Background: an optimization exercise with open tools, aiming at small area. Do not read the settings as production practice.
Power is estimated from default activity; no workload was simulated.

==> flow/design.v <==
module alu_adder (
    input             clk,
    input             rst,
    input             req_valid,
    output            req_ready,
    input      [7:0]  ctrl,
    input      [31:0] src,
    input      [31:0] dest,
    input             flag_we,
    input      [5:0]  flag_wdata,
    output reg        resp_valid,
    output     [31:0] result,
    output     [5:0]  flags,
    output reg        faulted,
    output     [2:0]  fault_cause
);
    localparam K_X = 3'd0, K_R = 3'd1, K_H = 3'd2, K_M = 3'd3;
    localparam K_D = 3'd4, K_G = 3'd5, K_I = 3'd6, K_S = 3'd7;
    reg cf, pf, af, zf, sf, of;
    assign flags = {of, sf, zf, af, pf, cf};
    reg fc_hi, fc_lo;
    assign fault_cause = {fc_hi, ~fc_hi, fc_lo};
    reg [2:0]  ph;
    reg [4:0]  cnt;
    reg        t;           
    reg [31:0] A;
    reg [31:0] Q;
    assign result = A;
    wire [4:0] op = ctrl[4:0];
    wire [1:0] wc = ctrl[6:5];
    wire illegal_op = ctrl[7] | (op > 5'd16);
    wire illegal_w  = (wc == 2'b11);
    wire bad = illegal_op | illegal_w;
    wire op_addsub = (op[4:2] == 3'b000);           
    wire op_sub    = op[1];
    wire op_carry  = op[0];
    wire op_mul    = (op == 5'd4) | (op == 5'd5);
    wire op_div    = (op == 5'd6) | (op == 5'd7);
    wire op_mod    = (op == 5'd8) | (op == 5'd9);
    wire op_dm     = op_div | op_mod;
    wire op_signed = op[0] & (op_mul | op_dm);      
    wire op_logic  = (op == 5'd10) | (op == 5'd11) | (op == 5'd12);
    wire op_shl    = (op == 5'd13) | (op == 5'd16);
    wire op_shr    = (op == 5'd14);
    wire op_sar    = (op == 5'd15);
    wire op_shrx   = op_shr | op_sar;
    wire w8  = (wc == 2'b00);
    wire w16 = (wc == 2'b01);
    wire g1 = wc[1] | wc[0];
    wire g2 = wc[1];
    wire [31:0] mask = {{16{g2}}, {8{g1}}, 8'hFF};
    function msb_w(input [31:0] x, input [1:0] c);
        msb_w = c[1] ? x[31] : c[0] ? x[15] : x[7];
    endfunction
    wire sn = msb_w(src, wc);
    wire dn = msb_w(dest, wc);
    wire pn = sn ^ dn;                            
    wire [4:0] c = src[4:0];
    wire c_zero = (c == 5'd0);
    wire c_big  = w8 ? (c[4] | c[3]) : w16 ? c[4] : 1'b0;    
    wire [4:0] c_at = {(g2 | op_shl) ? c[4] : 1'b1, (w8 & ~op_shl) ? 1'b1 : c[3], c[2:0]};
    wire at_c = (cnt == c_at);
    wire last = (cnt == 5'd0);
    reg [2:0] kind;
    always @(*) begin
        kind = K_X;
        if (op_addsub)
            kind = (ph == 3'd0) ? K_X : K_R;
        else if (op_logic)
            kind = (ph == 3'd2) ? K_G : K_X;
        else if (op_mul)
            case (ph)
                3'd0, 3'd1, 3'd3: kind = K_X;
                3'd2: kind = K_M;
                default: kind = K_H;
            endcase
        else if (op_dm)
            case (ph)
                3'd0, 3'd1, 3'd2, 3'd5: kind = K_X;
                3'd3: kind = K_D;
                3'd4: kind = op_mod ? K_R : K_H;
                default: kind = K_H;
            endcase
        else if (op_shl)
            kind = (ph == 3'd0) ? K_X : K_I;
        else
            kind = (ph == 3'd2) ? K_S : K_X;
    end
    reg ins, x32on, mk;
    reg ys, yd, inv, cin;
    reg qbit;
    wire [32:0] x = {A[31] & x32on, A[30:0], ins};
    wire [31:0] ysm = {{16{ys & g2}}, {8{ys & g1}}, {8{ys}}};
    wire [31:0] ydm = {{16{yd & g2}}, {8{yd & g1}}, {8{yd}}};
    wire [31:0] ivm = {{16{inv & g2}}, {8{inv & g1}}, {8{inv}}};
    wire [31:0] y = ((ysm & src) | (ydm & dest)) ^ ivm;
    wire [33:0] cy;
    wire [33:0] S;
    assign cy[0] = cin;
    genvar i;
    generate
        for (i = 0; i < 32; i = i + 1) begin : g_fa
            assign S[i] = x[i] ^ y[i] ^ cy[i];
            assign cy[i+1] = (x[i] & y[i]) | (x[i] & cy[i]) | (y[i] & cy[i]);
        end
    endgenerate
    assign S[32] = x[32] ^ cy[32];
    assign cy[33] = x[32] & cy[32];
    assign S[33] = cy[33];
    wire s_w   = wc[1] ? S[32] : wc[0] ? S[16] : S[8];       
    wire s_w1  = wc[1] ? S[33] : wc[0] ? S[17] : S[9];       
    wire s_msb = msb_w(S[31:0], wc);                         
    wire x_msb = msb_w(x[31:0], wc);
    wire y_msb = msb_w(y, wc);
    wire q_top = msb_w(Q, wc);                               
    wire q_chk = wc[1] ? Q[30] : wc[0] ? Q[14] : Q[6];       
    wire n_zf = ((S[31:0] & mask) == 32'd0);
    wire n_pf = ~^S[7:0];
    wire n_sf = s_msb;
    wire kill8  = mk & w8;
    wire kill16 = mk & w16;
    reg ready_c;         
    reg fault_c;         
    reg wflags;          
    reg n_cf, n_of;
    reg t_n;
    reg fc_lo_set;       
    wire sub_step = ~t;                           
    wire neg = op_signed & (op_mod ? dn : pn);    
    always @(*) begin
        ins = 1'b0; x32on = 1'b1; mk = 1'b1;
        ys = 1'b0; yd = 1'b0; inv = 1'b0; cin = 1'b0;
        qbit = Q[31];
        ready_c = 1'b0; fault_c = 1'b0; wflags = 1'b0;
        n_cf = 1'b0; n_of = 1'b0;
        t_n = t;
        fc_lo_set = 1'b0;
        case (kind)
            K_X: begin
                mk = 1'b0;
                qbit = A[31];
                if ((op_mul & (ph == 3'd1)) | (op_dm & (ph == 3'd2))) t_n = 1'b0;
                if (last) begin
                    if (ph == 3'd0) begin
                        if (op_addsub | op_shrx) begin
                            yd = 1'b1;
                        end else if (op_mul) begin
                            ys = 1'b1; inv = op_signed & sn; cin = op_signed & sn;
                        end else if (op_dm | op_logic) begin
                            ys = 1'b1;
                            t_n = n_zf;
                        end
                    end else if (ph == 3'd1) begin
                        if (op_dm) begin
                            yd = 1'b1; inv = op_signed & dn; cin = op_signed & dn;
                        end else if (op_logic) begin
                            yd = 1'b1;
                        end else if (op_shrx) begin
                            inv = op_sar & dn;             
                            if (c_big) begin
                                ready_c = 1'b1; wflags = 1'b1;
                                n_cf = S[0];
                                n_of = op_shr & dn;
                            end
                        end
                    end
                end
                if (op_dm & (ph == 3'd1) & t) begin
                    ready_c = 1'b1; fault_c = 1'b1;    
                end
            end
            K_R: begin
                ins = A[31]; x32on = 1'b0; mk = last;
                if (last) begin
                    ys = op_addsub | t;
                    if (op_addsub) begin
                        inv = op_sub;
                        cin = op_sub ^ (op_carry & cf);
                        ready_c = 1'b1; wflags = 1'b1;
                        n_cf = s_w ^ op_sub;
                        n_of = (x_msb ~^ y_msb) & (s_msb ^ x_msb);
                    end else begin
                        inv = t & op_signed & sn; cin = t & op_signed & sn;
                        t_n = op_signed & ~pn & q_chk;
                        fc_lo_set = 1'b1;
                    end
                end
            end
            K_H: begin
                ins = Q[31] ^ neg;
                if (last) begin
                    cin = neg;
                    ready_c = 1'b1;
                    if (op_mul) begin
                        wflags = 1'b1;
                        n_cf = t | (op_signed & ~((n_sf == pn) | n_zf));
                        n_of = n_cf;
                    end else if (op_div) begin
                        fault_c = op_signed & ~pn & n_sf;
                        fc_lo_set = 1'b1;
                    end else begin
                        fault_c = t;
                    end
                end
            end
            K_M: begin
                yd = Q[31];
                inv = Q[31] & op_signed & dn; cin = Q[31] & op_signed & dn;
                t_n = t | s_w | s_w1;
            end
            K_D: begin
                ins = Q[31];
                ys = 1'b1;
                inv = sub_step ^ (op_signed & sn); cin = sub_step ^ (op_signed & sn);
                t_n = s_w ^ sub_step;
                qbit = ~(s_w ^ sub_step);
            end
            K_G: begin
                mk = 1'b0;
                ins = (op == 5'd10) ? (A[31] & Q[31]) :
                      (op == 5'd11) ? (A[31] | Q[31]) : (A[31] ^ Q[31]);
                if (last) begin
                    ready_c = 1'b1; wflags = 1'b1;
                end
            end
            K_I: begin
                yd = at_c;
                if (last) begin
                    ready_c = 1'b1; wflags = ~c_zero;
                    n_cf = s_w;
                    n_of = s_w ^ s_msb;
                end
            end
            default: begin   
                ins = q_top;
                if (at_c) begin
                    ready_c = 1'b1; wflags = ~c_zero;
                    n_cf = q_chk;                  
                    n_of = op_shr & dn;
                end
            end
        endcase
        if (bad) begin
            ready_c = 1'b1; fault_c = 1'b1;
        end
    end
    wire active = req_valid & ~faulted;
    assign req_ready = ~faulted & ready_c;
    wire accept = active & ready_c;
    wire [31:0] a_keep = {14'h3FFF, ~kill16, ~kill16, 6'h3F, ~kill8, ~kill8, 8'hFF};
    always @(posedge clk) begin
        A <= S[31:0] & a_keep;
        Q <= {Q[30:0], qbit};
        t <= t_n;
        if (~active) begin
        end else if (bad) begin
            fc_hi <= 1'b1;
            fc_lo <= ~illegal_op;
        end else if (ph == 3'd0) begin
            fc_hi <= 1'b0;
            fc_lo <= 1'b0;
        end else if (fc_lo_set) begin
            fc_lo <= 1'b1;
        end
    end
    always @(posedge clk) begin
        if (rst) begin
            ph <= 3'd0;
            cnt <= 5'd31;
            resp_valid <= 1'b0;
            faulted <= 1'b0;
            {of, sf, zf, af, pf, cf} <= 6'd0;
        end else begin
            resp_valid <= accept & ~fault_c;
            if (~active | accept) begin
                ph <= 3'd0;
                cnt <= 5'd31;
            end else begin
                cnt <= cnt - 5'd1;
                if (last) ph <= ph + 3'd1;
            end
            if (accept & fault_c) faulted <= 1'b1;
            if (accept & ~fault_c & wflags) begin
                cf <= n_cf;
                pf <= n_pf;
                zf <= n_zf;
                sf <= n_sf;
                of <= n_of;
            end
            if (flag_we) {of, sf, zf, af, pf, cf} <= flag_wdata;
        end
    end
endmodule
export LEC_CHECK = 0
export ABC_AREA = 1
export CAP_MARGIN = 20
export CORE_MARGIN = 2
export CORE_UTILIZATION = 40
export SLEW_MARGIN = 20
create_clock -name core_clock -period 20.0 [get_ports {clk}]
standard.sh (not shown) runs the stock make flow with config.mk's settings and CLKGATE_MAP_FILE= SYNTH_SCRIPT=/design/flow/synth_recipe.tcl, a recipe that flattens the netlist after the stock synthesis.
==> flow/flow/run.sh <==
#!/bin/bash
# Standard layout, but with the smallest buffer cell on every port and a
# clock tree of small buffers without dummy loads.
set -euo pipefail
export BUFFER_PORTS_ARGS="-buffer_cell sky130_fd_sc_hd__buf_1"
export CTS_ARGS="-sink_clustering_enable -repair_clock_nets -dont_use_dummy_load -buf_list sky130_fd_sc_hd__clkbuf_4 -root_buf sky130_fd_sc_hd__clkbuf_8"
bash standard.sh > standard.log 2>&1
Then changed:
--- a/flow/design.v
+++ b/flow/design.v
@@ -24,15 +24,18 @@
     reg [4:0]  cnt;
     reg        t;           
     reg [31:0] A;
     reg [31:0] Q;
     assign result = A;
-    wire [4:0] op = ctrl[4:0];
-    wire [1:0] wc = ctrl[6:5];
-    wire illegal_op = ctrl[7] | (op > 5'd16);
+    reg  [7:0] ctrl_r;
+    reg        sn, dn;
+    wire [4:0] op = ctrl_r[4:0];
+    wire [1:0] wc = ctrl_r[6:5];
+    wire first = (ph == 3'd0) & (cnt == 5'd31);
+    wire illegal_op = ctrl_r[7] | (op > 5'd16);
     wire illegal_w  = (wc == 2'b11);
-    wire bad = illegal_op | illegal_w;
+    wire bad = (illegal_op | illegal_w) & ~first;
     wire op_addsub = (op[4:2] == 3'b000);           
     wire op_sub    = op[1];
     wire op_carry  = op[0];
     wire op_mul    = (op == 5'd4) | (op == 5'd5);
     wire op_div    = (op == 5'd6) | (op == 5'd7);
@@ -50,12 +53,10 @@
     wire g2 = wc[1];
     wire [31:0] mask = {{16{g2}}, {8{g1}}, 8'hFF};
     function msb_w(input [31:0] x, input [1:0] c);
         msb_w = c[1] ? x[31] : c[0] ? x[15] : x[7];
     endfunction
-    wire sn = msb_w(src, wc);
-    wire dn = msb_w(dest, wc);
     wire pn = sn ^ dn;                            
     wire [4:0] c = src[4:0];
     wire c_zero = (c == 5'd0);
     wire c_big  = w8 ? (c[4] | c[3]) : w16 ? c[4] : 1'b0;    
     wire [4:0] c_at = {(g2 | op_shl) ? c[4] : 1'b1, (w8 & ~op_shl) ? 1'b1 : c[3], c[2:0]};
@@ -108,12 +109,10 @@
     assign cy[33] = x[32] & cy[32];
     assign S[33] = cy[33];
     wire s_w   = wc[1] ? S[32] : wc[0] ? S[16] : S[8];       
     wire s_w1  = wc[1] ? S[33] : wc[0] ? S[17] : S[9];       
     wire s_msb = msb_w(S[31:0], wc);                         
-    wire x_msb = msb_w(x[31:0], wc);
-    wire y_msb = msb_w(y, wc);
     wire q_top = msb_w(Q, wc);                               
     wire q_chk = wc[1] ? Q[30] : wc[0] ? Q[14] : Q[6];       
     wire n_zf = ((S[31:0] & mask) == 32'd0);
     wire n_pf = ~^S[7:0];
     wire n_sf = s_msb;
@@ -176,11 +175,11 @@
                     if (op_addsub) begin
                         inv = op_sub;
                         cin = op_sub ^ (op_carry & cf);
                         ready_c = 1'b1; wflags = 1'b1;
                         n_cf = s_w ^ op_sub;
-                        n_of = (x_msb ~^ y_msb) & (s_msb ^ x_msb);
+                        n_of = (dn ~^ (sn ^ op_sub)) & (s_msb ^ dn);
                     end else begin
                         inv = t & op_signed & sn; cin = t & op_signed & sn;
                         t_n = op_signed & ~pn & q_chk;
                         fc_lo_set = 1'b1;
                     end
@@ -248,10 +247,13 @@
     assign req_ready = ~faulted & ready_c;
     wire accept = active & ready_c;
     wire [31:0] a_keep = {14'h3FFF, ~kill16, ~kill16, 6'h3F, ~kill8, ~kill8, 8'hFF};
     always @(posedge clk) begin
         A <= S[31:0] & a_keep;
+        ctrl_r <= ctrl;
+        sn <= msb_w(src, ctrl[6:5]);
+        dn <= msb_w(dest, ctrl[6:5]);
         Q <= {Q[30:0], qbit};
         t <= t_n;
         if (~active) begin
         end else if (bad) begin
             fc_hi <= 1'b1;
Routed wire length goes down by 6.3%.
Die area goes up by about 6%.
Clock power goes up by about 2%.
Clock-buffer cell count stays the same.
Total power goes down by about 1.8%.
Setup slack gets better by 0.51 ns.
First-iteration DRC count goes up by about 40%.
Worst hold slack stays flat.
Utilization goes down by 1.2 points.
Global-route usage goes down by 2.5 points.
Register-to-register slack gets worse by 0.77 ns.
No functional check of the RTL was part of any run of this note.

[static timing again, ports no longer ideal]
In the flow no input, the clock included, has a driving cell. The finished layouts below were timed again as built, in two steps. Step 1 (the two cells are an assumption about what drives the block):
set clk [get_ports {clk}]
set_driving_cell -lib_cell sky130_fd_sc_hd__clkbuf_16 $clk
set_driving_cell -lib_cell sky130_fd_sc_hd__buf_2 [delete_from_list [all_inputs] $clk]
Step 2 times the ports against the registers' clock, not the clock port: input delays grow and output delays shrink by t, the midpoint of the rising clock arrivals with the driver on. Slacks: ideal / step 1 / step 2; pairs: ideal / step 1.
| run | t, ns | setup slack, ns | worst hold slack (ns) | worst data-port slew with drivers (ns) |
|---|---|---|---|---|
| the first run | 0.410 | 0.868 / 0.880 / 0.470 | 0.320 / 0.320 / 0.320 | 0.06 |
| the second run | 0.399 | 1.377 / 1.394 / 0.995 | 0.320 / 0.320 / 0.320 | 0.06 |
After both steps setup and hold are still met in every run listed. The setup slack of the first run, which loses most, moves by +0.012 ns with the drivers and by -0.398 ns with both steps.
